Background: an optimization exercise with open tools, aiming at small area and few clock cycles. Do not read the settings as production practice. Function was checked by simulation only, so behaviour that the tests miss may differ from the original. No activity file was given, so power comes from the tool's default toggle rates.

==> flow/design.v <==
module mb_crc_table (
    input  wire [7:0]  idx,
    output reg  [15:0] val
);
    always @(*) begin
        case (idx)
            8'h00: val = 16'h0000;
            8'h01: val = 16'hC0C1;
            8'h02: val = 16'hC181;
            8'h03: val = 16'h0140;
            8'h04: val = 16'hC301;
            8'h05: val = 16'h03C0;
            8'h06: val = 16'h0280;
            8'h07: val = 16'hC241;
            8'h08: val = 16'hC601;
            8'h09: val = 16'h06C0;
            8'h0A: val = 16'h0780;
            8'h0B: val = 16'hC741;
            8'h0C: val = 16'h0500;
            8'h0D: val = 16'hC5C1;
            8'h0E: val = 16'hC481;
            8'h0F: val = 16'h0440;
            8'h10: val = 16'hCC01;
            8'h11: val = 16'h0CC0;
            8'h12: val = 16'h0D80;
            8'h13: val = 16'hCD41;
            8'h14: val = 16'h0F00;
            8'h15: val = 16'hCFC1;
            8'h16: val = 16'hCE81;
            8'h17: val = 16'h0E40;
            8'h18: val = 16'h0A00;
            8'h19: val = 16'hCAC1;
            8'h1A: val = 16'hCB81;
            8'h1B: val = 16'h0B40;
            8'h1C: val = 16'hC901;
            8'h1D: val = 16'h09C0;
            8'h1E: val = 16'h0880;
            8'h1F: val = 16'hC841;
            8'h20: val = 16'hD801;
            8'h21: val = 16'h18C0;
            8'h22: val = 16'h1980;
            8'h23: val = 16'hD941;
            8'h24: val = 16'h1B00;
            8'h25: val = 16'hDBC1;
            8'h26: val = 16'hDA81;
            8'h27: val = 16'h1A40;
            8'h28: val = 16'h1E00;
            8'h29: val = 16'hDEC1;
            8'h2A: val = 16'hDF81;
            8'h2B: val = 16'h1F40;
            8'h2C: val = 16'hDD01;
            8'h2D: val = 16'h1DC0;
            8'h2E: val = 16'h1C80;
            8'h2F: val = 16'hDC41;
            8'h30: val = 16'h1400;
            8'h31: val = 16'hD4C1;
            8'h32: val = 16'hD581;
            8'h33: val = 16'h1540;
            8'h34: val = 16'hD701;
            8'h35: val = 16'h17C0;
            8'h36: val = 16'h1680;
            8'h37: val = 16'hD641;
            8'h38: val = 16'hD201;
            8'h39: val = 16'h12C0;
            8'h3A: val = 16'h1380;
            8'h3B: val = 16'hD341;
            8'h3C: val = 16'h1100;
            8'h3D: val = 16'hD1C1;
            8'h3E: val = 16'hD081;
            8'h3F: val = 16'h1040;
            8'h40: val = 16'hF001;
            8'h41: val = 16'h30C0;
            8'h42: val = 16'h3180;
            8'h43: val = 16'hF141;
            8'h44: val = 16'h3300;
            8'h45: val = 16'hF3C1;
            8'h46: val = 16'hF281;
            8'h47: val = 16'h3240;
            8'h48: val = 16'h3600;
            8'h49: val = 16'hF6C1;
            8'h4A: val = 16'hF781;
            8'h4B: val = 16'h3740;
            8'h4C: val = 16'hF501;
            8'h4D: val = 16'h35C0;
            8'h4E: val = 16'h3480;
            8'h4F: val = 16'hF441;
            8'h50: val = 16'h3C00;
            8'h51: val = 16'hFCC1;
            8'h52: val = 16'hFD81;
            8'h53: val = 16'h3D40;
            8'h54: val = 16'hFF01;
            8'h55: val = 16'h3FC0;
            8'h56: val = 16'h3E80;
            8'h57: val = 16'hFE41;
            8'h58: val = 16'hFA01;
            8'h59: val = 16'h3AC0;
            8'h5A: val = 16'h3B80;
            8'h5B: val = 16'hFB41;
            8'h5C: val = 16'h3900;
            8'h5D: val = 16'hF9C1;
            8'h5E: val = 16'hF881;
            8'h5F: val = 16'h3840;
            8'h60: val = 16'h2800;
            8'h61: val = 16'hE8C1;
            8'h62: val = 16'hE981;
            8'h63: val = 16'h2940;
            8'h64: val = 16'hEB01;
            8'h65: val = 16'h2BC0;
            8'h66: val = 16'h2A80;
            8'h67: val = 16'hEA41;
            8'h68: val = 16'hEE01;
            8'h69: val = 16'h2EC0;
            8'h6A: val = 16'h2F80;
            8'h6B: val = 16'hEF41;
            8'h6C: val = 16'h2D00;
            8'h6D: val = 16'hEDC1;
            8'h6E: val = 16'hEC81;
            8'h6F: val = 16'h2C40;
            8'h70: val = 16'hE401;
            8'h71: val = 16'h24C0;
            8'h72: val = 16'h2580;
            8'h73: val = 16'hE541;
            8'h74: val = 16'h2700;
            8'h75: val = 16'hE7C1;
            8'h76: val = 16'hE681;
            8'h77: val = 16'h2640;
            8'h78: val = 16'h2200;
            8'h79: val = 16'hE2C1;
            8'h7A: val = 16'hE381;
            8'h7B: val = 16'h2340;
            8'h7C: val = 16'hE101;
            8'h7D: val = 16'h21C0;
            8'h7E: val = 16'h2080;
            8'h7F: val = 16'hE041;
            8'h80: val = 16'hA001;
            8'h81: val = 16'h60C0;
            8'h82: val = 16'h6180;
            8'h83: val = 16'hA141;
            8'h84: val = 16'h6300;
            8'h85: val = 16'hA3C1;
            8'h86: val = 16'hA281;
            8'h87: val = 16'h6240;
            8'h88: val = 16'h6600;
            8'h89: val = 16'hA6C1;
            8'h8A: val = 16'hA781;
            8'h8B: val = 16'h6740;
            8'h8C: val = 16'hA501;
            8'h8D: val = 16'h65C0;
            8'h8E: val = 16'h6480;
            8'h8F: val = 16'hA441;
            8'h90: val = 16'h6C00;
            8'h91: val = 16'hACC1;
            8'h92: val = 16'hAD81;
            8'h93: val = 16'h6D40;
            8'h94: val = 16'hAF01;
            8'h95: val = 16'h6FC0;
            8'h96: val = 16'h6E80;
            8'h97: val = 16'hAE41;
            8'h98: val = 16'hAA01;
            8'h99: val = 16'h6AC0;
            8'h9A: val = 16'h6B80;
            8'h9B: val = 16'hAB41;
            8'h9C: val = 16'h6900;
            8'h9D: val = 16'hA9C1;
            8'h9E: val = 16'hA881;
            8'h9F: val = 16'h6840;
            8'hA0: val = 16'h7800;
            8'hA1: val = 16'hB8C1;
            8'hA2: val = 16'hB981;
            8'hA3: val = 16'h7940;
            8'hA4: val = 16'hBB01;
            8'hA5: val = 16'h7BC0;
            8'hA6: val = 16'h7A80;
            8'hA7: val = 16'hBA41;
            8'hA8: val = 16'hBE01;
            8'hA9: val = 16'h7EC0;
            8'hAA: val = 16'h7F80;
            8'hAB: val = 16'hBF41;
            8'hAC: val = 16'h7D00;
            8'hAD: val = 16'hBDC1;
            8'hAE: val = 16'hBC81;
            8'hAF: val = 16'h7C40;
            8'hB0: val = 16'hB401;
            8'hB1: val = 16'h74C0;
            8'hB2: val = 16'h7580;
            8'hB3: val = 16'hB541;
            8'hB4: val = 16'h7700;
            8'hB5: val = 16'hB7C1;
            8'hB6: val = 16'hB681;
            8'hB7: val = 16'h7640;
            8'hB8: val = 16'h7200;
            8'hB9: val = 16'hB2C1;
            8'hBA: val = 16'hB381;
            8'hBB: val = 16'h7340;
            8'hBC: val = 16'hB101;
            8'hBD: val = 16'h71C0;
            8'hBE: val = 16'h7080;
            8'hBF: val = 16'hB041;
            8'hC0: val = 16'h5000;
            8'hC1: val = 16'h90C1;
            8'hC2: val = 16'h9181;
            8'hC3: val = 16'h5140;
            8'hC4: val = 16'h9301;
            8'hC5: val = 16'h53C0;
            8'hC6: val = 16'h5280;
            8'hC7: val = 16'h9241;
            8'hC8: val = 16'h9601;
            8'hC9: val = 16'h56C0;
            8'hCA: val = 16'h5780;
            8'hCB: val = 16'h9741;
            8'hCC: val = 16'h5500;
            8'hCD: val = 16'h95C1;
            8'hCE: val = 16'h9481;
            8'hCF: val = 16'h5440;
            8'hD0: val = 16'h9C01;
            8'hD1: val = 16'h5CC0;
            8'hD2: val = 16'h5D80;
            8'hD3: val = 16'h9D41;
            8'hD4: val = 16'h5F00;
            8'hD5: val = 16'h9FC1;
            8'hD6: val = 16'h9E81;
            8'hD7: val = 16'h5E40;
            8'hD8: val = 16'h5A00;
            8'hD9: val = 16'h9AC1;
            8'hDA: val = 16'h9B81;
            8'hDB: val = 16'h5B40;
            8'hDC: val = 16'h9901;
            8'hDD: val = 16'h59C0;
            8'hDE: val = 16'h5880;
            8'hDF: val = 16'h9841;
            8'hE0: val = 16'h8801;
            8'hE1: val = 16'h48C0;
            8'hE2: val = 16'h4980;
            8'hE3: val = 16'h8941;
            8'hE4: val = 16'h4B00;
            8'hE5: val = 16'h8BC1;
            8'hE6: val = 16'h8A81;
            8'hE7: val = 16'h4A40;
            8'hE8: val = 16'h4E00;
            8'hE9: val = 16'h8EC1;
            8'hEA: val = 16'h8F81;
            8'hEB: val = 16'h4F40;
            8'hEC: val = 16'h8D01;
            8'hED: val = 16'h4DC0;
            8'hEE: val = 16'h4C80;
            8'hEF: val = 16'h8C41;
            8'hF0: val = 16'h4400;
            8'hF1: val = 16'h84C1;
            8'hF2: val = 16'h8581;
            8'hF3: val = 16'h4540;
            8'hF4: val = 16'h8701;
            8'hF5: val = 16'h47C0;
            8'hF6: val = 16'h4680;
            8'hF7: val = 16'h8641;
            8'hF8: val = 16'h8201;
            8'hF9: val = 16'h42C0;
            8'hFA: val = 16'h4380;
            8'hFB: val = 16'h8341;
            8'hFC: val = 16'h4100;
            8'hFD: val = 16'h81C1;
            8'hFE: val = 16'h8081;
            8'hFF: val = 16'h4040;
            default: val = 16'h0000;
        endcase
    end
endmodule
module modbus_engine (
    input  wire        clk,
    input  wire        rst,           
    input  wire        start,         
    input  wire [31:0] timeout,       
    input  wire [31:0] now,           
    output wire        busy,
    output reg         done,          
    output reg         ok,
    output reg  [2:0]  cause,
    input  wire        rx_valid,
    input  wire [7:0]  rx_data,
    output wire        rx_ready,
    output wire        tx_valid,
    output reg  [7:0]  tx_data,
    input  wire        tx_ready,
    input  wire        host_we,
    input  wire [15:0] host_addr,
    input  wire [15:0] host_wdata,
    output wire [15:0] host_rdata
);
    localparam STORE_N   = 50;
    localparam RXBUF_CAP = 109;       
    localparam [7:0] FC_RHR = 8'h03;
    localparam [7:0] FC_WSR = 8'h06;
    localparam [7:0] FC_WMR = 8'h10;
    localparam [2:0] C_OK      = 3'd0;
    localparam [2:0] C_TIMEOUT = 3'd1;
    localparam [2:0] C_CRC     = 3'd2;
    localparam [2:0] C_UNSUP   = 3'd3;
    localparam [2:0] C_PRECOND = 3'd5;
    localparam [2:0] ST_IDLE  = 3'd0;   
    localparam [2:0] ST_HDR   = 3'd1;   
    localparam [2:0] ST_DEC   = 3'd2;   
    localparam [2:0] ST_TAIL  = 3'd3;   
    localparam [2:0] ST_CRC   = 3'd4;   
    localparam [2:0] ST_CHECK = 3'd5;   
    localparam [2:0] ST_EXEC  = 3'd6;   
    localparam [2:0] ST_TX    = 3'd7;   
    reg  [2:0]  st;
    reg  [31:0] to_r;                   
    reg  [31:0] t0;                     
    reg  [7:0]  rxbuf [0:RXBUF_CAP-1];
    reg  [6:0]  rx_cnt;                 
    reg  [6:0]  frame_len;
    reg  [6:0]  idx;                    
    reg  [15:0] crc;
    reg  [8:0]  tx_idx;
    reg  [8:0]  tx_len;
    reg  [15:0] store [0:STORE_N-1];
    integer i;
    wire [7:0]  fc        = rxbuf[1];
    wire [15:0] f_start   = {rxbuf[2], rxbuf[3]};
    wire [15:0] f_count   = {rxbuf[4], rxbuf[5]};
    wire [7:0]  byte_cnt  = rxbuf[6];
    wire [15:0] crc_rcv   = {rxbuf[frame_len - 7'd1], rxbuf[frame_len - 7'd2]};
    wire [31:0] elapsed   = now - t0;
    wire        expired   = (elapsed >= to_r);
    wire [7:0]  crc_byte  = (st == ST_TX) ? tx_data : rxbuf[idx];
    wire [15:0] tbl_val;
    wire [15:0] crc_next  = {8'h00, crc[15:8]} ^ tbl_val;
    mb_crc_table u_tbl (
        .idx (crc[7:0] ^ crc_byte),
        .val (tbl_val)
    );
    assign host_rdata = (host_addr < STORE_N) ? store[host_addr] : 16'h0000;
    wire [8:0]  rd_off    = tx_idx - 9'd3;              
    wire [15:0] rd_addr   = f_start + {8'h00, rd_off[8:1]};
    wire [15:0] rd_val    = (rd_addr < STORE_N) ? store[rd_addr] : 16'h0000;
    wire [15:0] wr_addr   = (fc == FC_WSR) ? f_start : f_start + {9'h000, idx};
    wire [15:0] wr_val    = (fc == FC_WSR) ? {rxbuf[4], rxbuf[5]}
                                           : {rxbuf[7 + 2*idx], rxbuf[8 + 2*idx]};
    always @(*) begin
        tx_data = 8'h00;
        if (fc == FC_WSR) begin
            tx_data = rxbuf[tx_idx];
        end else if (fc == FC_WMR) begin
            if (tx_idx < 9'd6)       tx_data = rxbuf[tx_idx];
            else if (tx_idx == 9'd6) tx_data = crc[7:0];
            else                     tx_data = crc[15:8];
        end else begin
            if (tx_idx == 9'd0)                tx_data = rxbuf[0];
            else if (tx_idx == 9'd1)           tx_data = FC_RHR;
            else if (tx_idx == 9'd2)           tx_data = {f_count[6:0], 1'b0};
            else if (tx_idx == tx_len - 9'd2)  tx_data = crc[7:0];
            else if (tx_idx == tx_len - 9'd1)  tx_data = crc[15:8];
            else if (rd_off[0] == 1'b0)        tx_data = rd_val[15:8];
            else                               tx_data = rd_val[7:0];
        end
    end
    assign busy     = (st != ST_IDLE);
    assign rx_ready = ((st == ST_HDR) || (st == ST_TAIL)) && !expired;
    assign tx_valid = (st == ST_TX);
    wire rx_take = rx_valid && rx_ready;
    wire tx_take = tx_valid && tx_ready;
    always @(posedge clk) begin
        if (rst) begin
            st        <= ST_IDLE;
            done      <= 1'b0;
            ok        <= 1'b0;
            cause     <= C_OK;
            to_r      <= 32'd0;
            t0        <= 32'd0;
            rx_cnt    <= 7'd0;
            frame_len <= 7'd0;
            idx       <= 7'd0;
            crc       <= 16'hFFFF;
            tx_idx    <= 9'd0;
            tx_len    <= 9'd0;
            for (i = 0; i < STORE_N; i = i + 1)
                store[i] <= 16'h0000;
        end else begin
            done <= 1'b0;
            case (st)
                ST_IDLE: begin
                    if (start) begin
                        to_r   <= timeout;
                        t0     <= now;
                        rx_cnt <= 7'd0;
                        st     <= ST_HDR;
                    end else if (host_we && host_addr < STORE_N) begin
                        store[host_addr] <= host_wdata;
                    end
                end
                ST_HDR: begin
                    if (expired) begin
                        done  <= 1'b1;
                        ok    <= 1'b0;
                        cause <= C_TIMEOUT;
                        st    <= ST_IDLE;
                    end else if (rx_take) begin
                        rxbuf[rx_cnt] <= rx_data;
                        rx_cnt        <= rx_cnt + 7'd1;
                        if (rx_cnt == 7'd5)
                            st <= ST_DEC;
                    end
                end
                ST_DEC: begin
                    if (fc == FC_RHR || fc == FC_WSR) begin
                        frame_len <= 7'd8;
                        t0        <= now;
                        st        <= ST_TAIL;
                    end else if (fc == FC_WMR) begin
                        if (f_count > (RXBUF_CAP - 9) / 2) begin
                            done  <= 1'b1;
                            ok    <= 1'b0;
                            cause <= C_PRECOND;
                            st    <= ST_IDLE;
                        end else begin
                            frame_len <= 7'd9 + {f_count[5:0], 1'b0};
                            t0        <= now;
                            st        <= ST_TAIL;
                        end
                    end else begin
                        done  <= 1'b1;
                        ok    <= 1'b0;
                        cause <= C_UNSUP;
                        st    <= ST_IDLE;
                    end
                end
                ST_TAIL: begin
                    if (expired) begin
                        done  <= 1'b1;
                        ok    <= 1'b0;
                        cause <= C_TIMEOUT;
                        st    <= ST_IDLE;
                    end else if (rx_take) begin
                        rxbuf[rx_cnt] <= rx_data;
                        rx_cnt        <= rx_cnt + 7'd1;
                        if (rx_cnt == frame_len - 7'd1) begin
                            idx <= 7'd0;
                            crc <= 16'hFFFF;
                            st  <= ST_CRC;
                        end
                    end
                end
                ST_CRC: begin
                    crc <= crc_next;
                    idx <= idx + 7'd1;
                    if (idx == frame_len - 7'd3)
                        st <= ST_CHECK;
                end
                ST_CHECK: begin
                    idx <= 7'd0;
                    if (fc == FC_WMR && {8'h00, byte_cnt} != {f_count[14:0], 1'b0}) begin
                        done  <= 1'b1;
                        ok    <= 1'b0;
                        cause <= C_PRECOND;
                        st    <= ST_IDLE;
                    end else if (crc != crc_rcv) begin
                        done  <= 1'b1;
                        ok    <= 1'b0;
                        cause <= C_CRC;
                        st    <= ST_IDLE;
                    end else if (fc == FC_RHR) begin
                        if (f_count > 16'd127) begin
                            done  <= 1'b1;
                            ok    <= 1'b0;
                            cause <= C_PRECOND;
                            st    <= ST_IDLE;
                        end else begin
                            tx_idx <= 9'd0;
                            tx_len <= 9'd5 + {1'b0, f_count[6:0], 1'b0};
                            crc    <= 16'hFFFF;
                            st     <= ST_TX;
                        end
                    end else begin
                        st <= ST_EXEC;
                    end
                end
                ST_EXEC: begin
                    if (fc == FC_WSR || idx == f_count[6:0]) begin
                        if (fc == FC_WSR && wr_addr < STORE_N)
                            store[wr_addr] <= wr_val;
                        tx_idx <= 9'd0;
                        tx_len <= 9'd8;
                        crc    <= 16'hFFFF;
                        st     <= ST_TX;
                    end else begin
                        if (wr_addr < STORE_N)
                            store[wr_addr] <= wr_val;
                        idx <= idx + 7'd1;
                    end
                end
                ST_TX: begin
                    if (tx_take) begin
                        if (tx_idx < tx_len - 9'd2)
                            crc <= crc_next;
                        tx_idx <= tx_idx + 9'd1;
                        if (tx_idx == tx_len - 9'd1) begin
                            done  <= 1'b1;
                            ok    <= 1'b1;
                            cause <= C_OK;
                            st    <= ST_IDLE;
                        end
                    end
                end
                default: st <= ST_IDLE;
            endcase
        end
    end
endmodule
==> flow/run.sh <==
#!/bin/bash
# synth_recipe.tcl (not shown) runs the flow's synth.tcl, then flattens the netlist and writes it again
# the make line also repeats each setting of config.mk as NAME=value (left out here)
make -C /OpenROAD-flow-scripts/flow DESIGN_CONFIG=/design/flow/config.mk WORK_HOME=/design/flow/orfs CLKGATE_MAP_FILE= SYNTH_SCRIPT=/design/flow/synth_recipe.tcl finish
==> flow/config.mk <==
export PLATFORM = sky130hd
export DESIGN_NAME = modbus_engine
export DESIGN_NICKNAME = modbus_engine
export VERILOG_FILES = /design/flow/design.v
export SDC_FILE = /design/flow/constraint.sdc
export NUM_CORES = 4
export LEC_CHECK = 0
export CAP_MARGIN = 20
export CORE_MARGIN = 2
export CORE_UTILIZATION = 30
export SLEW_MARGIN = 20
==> flow/constraint.sdc <==
create_clock -name core_clock -period 12.0 [get_ports {clk}]
set_input_delay 2.4000 -clock core_clock [delete_from_list [all_inputs] [get_ports {clk}]]
set_output_delay 2.4000 -clock core_clock [all_outputs]
set_load 0.01 [all_outputs]
==> flow_summary.toml <==
[route]
wire_per_inst_um = 35.8
first_pass_iters = 6
num_vias = 92188
vias_per_cell = 6.38
routed_wirelength_um = 518000
drt_iter0_drc = 15848
drc_errors = 0
antenna_left = 0

[logic_synthesis]
async_flop_share = 0
synth_compound_area_frac = 0.0540
synth_flop_cell = "edfxtp_1"
synth-edff-count = 1920
avgSynthCellArea_um2 = 14.7
synthTopCellsByArea = "edfxtp_1 (46%), mux4_2 (31%), nor2_1 (3.7%), mux2i_1 (3.0%), dfxtp_1 (2.2%)"
yosysMostFrequentCell = "edfxtp_1"
ys_types = 92
synth_fa_ha_area_frac = 0.0116
ys_seq_area_frac = 0.480
synth_seq_cells = 2061
synth_top_area_frac = 0.458
synth_mux_area_frac = 0.342
syn_area_um2 = 126000
yosysWarningCount = 2
yosys.area_share.simple = 0.0719
synthXorXnorAreaFrac = 0.0105
synth_top_family_by_area = "multiplexers"
netlist_instances = 8593
yosys.area.top_type = "edfxtp_1"
synth_commonest_cells = "edfxtp_1 (1,920), mux4_2 (1,707), nor2_1 (1,237)"

[placement]
placed_area_um2 = 135000
numPortBuffers = 141
gp_congestion = 1.01
dp_hpwl_um = 352000
place_inst = 14009

[grt]
gr-max-usage-layer = "met2"
grt_util_met2 = 0.361
grt_pass1_vias = 87983
grt_usage = 0.236
grt_pass1_wl_um = 715000
antenna_found_initial = 25
gr-usage-met3 = 0.0821
use_met1 = 0.295
grt_max_degree = 117
gr-total-overflow = 0

[floorplan]
dieArea_um2 = 425000
fp.coreArea_um2 = 417000
io_pins = 142
row_count = 237
die_x_um = 652
die-height_um = 652
initial_core_util = 0.302

[timing]
slew_violations = 0
rsz0062_at_grt = "no"
setup_viol = 0
final_hold_viol_count = 0
fmax_mhz = 88.5
maxSlewHeadroom = 0.160
fin_setup_tns_ns = 0
fin_crit_sh = 0.942
worst_slew_pin_slew_ns = 1.23
layout_min_cycle_time_ns = 11.31
clock_skew_ns = 0.102

[critical_path]
worstPathMaxFanout = 3
cp.arrival_ns = 8.91
worstPathRequired_ns = 9.60
crit_path_top_delay_cell = "a2111oi_1"
reg2regPathDepth = 21
cpPeakStageDelay_ns = 0.48
critical_path_class = "in2out"
cp-start-kind = "input port"
crit_path_end_kind = "output pin"
cp_common_cell = "o21ai_0"

[clock_network]
cts_setup_buffers = 0
clock_latency_ns = 0.99
clk_pin_slew_ns = 0.06
cts_tree = "done"
cts_htree_levels = 4
cts_root_buffer = "clkbuf_16"
clockBufferDepth = 4
clock-sinks = 2061
cts_made_buffers = 224

[run_status]
status = "complete, no violations"

[pwr]
powerDensity_nw_per_um2 = 115
ir_drop_mv = 0.114
leakage_nw = 45.3

[finish]
synthToLayoutAreaGrowth_pct = 13.5
final_cell_area_um2 = 143000
drive_above_1_share = 0.293
nFillCells = 39552
finalNonFillerCells = 14441
fin_nets = 8965

[flow_run]
max_cap_violations = 0

[worst_hold_path]
hold_path.class = "reg2reg"
hold_path_depth = 2
## area by class of cell
| type | instances | area, um^2 | area share |
|---|---|---|---|
| tap | 5497 | 6880 | 0.0481 |
| clock buffer | 252 | 5730 | 0.0401 |
| timing repair buffer | 485 | 4470 | 0.0313 |
| clock inverter | 165 | 1740 | 0.0122 |
| sequential | 2061 | 60500 | 0.423 |
| inverter | 140 | 526 | 0.00368 |
| antenna | 12 | 30.0 | 0.000210 |
| multi-input combinational | 5829 | 63100 | 0.441 |
## power breakdown
group          switching, mW  internal, mW
clock network           3.15          4.03
registers             0.0924          8.03
logic                  0.695         0.399
total                   3.94          12.5
## layer usage
layer	routed length [um]	vias to the layer above	part of all wire
met1	180000	47653	0.35
li1	-	35047	-
met2	231000	8100	0.45
met3	72000	1366	0.14
met4	34000	22	0.066
met5	187	-	0.00036
## per-stage QoR
| step | util | power [mW] | hold WS [ns] | setup WS (ns) |
|---|---|---|---|---|
| final | 0.343 | 16.4 | 0.453 | 0.694 |
| after global routing | 0.343 | 16.8 | 0.473 | 0.183 |
| after CTS | 0.342 | 16.4 | 0.455 | 0.229 |
| after detailed placement | 0.325 | 9.35 | 0.446 | 0.343 |
| after global placement | 0.324 | 9.32 | 0.444 | -0.183 |
| after floorplan | - | 8.87 | 0.436 | 1.81 |
## final timing paths
path	from	end	slack (ns)
worst max-delay path	now[0]	rx_ready	0.69
worst max register to register	tx_idx[0]$_SDFFE_PP0P_	crc[0]$_SDFFE_PP1P_	2.93
worst min-delay path	to_r[5]$_SDFFE_PP0P_	to_r[5]$_SDFFE_PP0P_	0.45
worst min register to register	to_r[5]$_SDFFE_PP0P_	to_r[5]$_SDFFE_PP0P_	0.45
## repair_timing
item,4_1_cts,5_1_grt
hold buffers,0,0
setup endpoints to repair,0,1
gates resized for setup,0,5
## cell families (layout without fill, tap and decap cells)
| family | count (synthesis) | count (layout) |
|---|---|---|
| mux | 2156 | 2156 |
| simple gates | 2141 | 2141 |
| flops | 2061 | 2061 |
| compound gates | 1048 | 1048 |
| buf+inv | 926 | 1042 |
| xor+xnor | 145 | 145 |
| fa+ha+maj | 115 | 115 |
| other cells | 1 | 236 |
## state kept, by name, summed over array words and instances, names as in the netlist, 9 cells and up, named ones only
register / flops
tx_idx: 9
store: 1024
tx_len: 9
rxbuf: 896
t0: 32
to_r: 32
crc: 16
## cell usage in the layout, fill, tap and decap left out, types with 69 or more instances in the layout
| cell type | count |
|---|---|
| mux2i_1 | 376 |
| conb_1 | 224 |
| clkbuf_16 | 225 |
| ha_1 | 106 |
| o21ai_0 | 201 |
| inv_1 | 136 |
| nand3_1 | 85 |
| xnor2_1 | 81 |
| a22oi_1 | 122 |
| mux4_2 | 1707 |
| dfxtp_1 | 126 |
| buf_4 | 313 |
| nand2_1 | 464 |
| a221oi_1 | 69 |
| clkdlybuf4s50_1 | 126 |
| edfxtp_1 | 1920 |
| a21oi_1 | 287 |
| nor2_1 | 1234 |
## worst max-delay path: cells and delay by family
| kind | cells | cell delay [ns] |
|---|---|---|
| AOI/OAI and AO/OA | 18 | 4.12 |
| buffers and inverters | 6 | 1.19 |
| and+or+nand+nor | 4 | 0.38 |
| adders and majority gates | 3 | 0.84 |
Testbench counts, summed over its fixed seeds: cycles 58,658.

## re-timing with driven ports
The results above use ideal ports. As a check the final layout listed here was re-extracted and re-timed, cells and wires unchanged.
Step 1 sets driving cells, clkbuf_16 on the clock port and buf_2 on the other inputs (assumed; they add their load-dependent delay and slew).
Step 2 also shifts input and output timing later by t, the mid clock arrival at the registers, as if the neighbouring blocks saw the same clock.
Three values: ideal ports, drivers, drivers and shift; two values: the first two.
shift t [ns]: 1.059
setup slack, ns: 0.694 / 0.614 / 0.670
clock arrival spread, ns: 0.113 / 0.113
pins driven straight from the clock port: 1
After both steps this run still meets setup and hold. For this run, drivers alone change the setup slack by -0.080 ns; drivers and shift together by -0.024 ns.
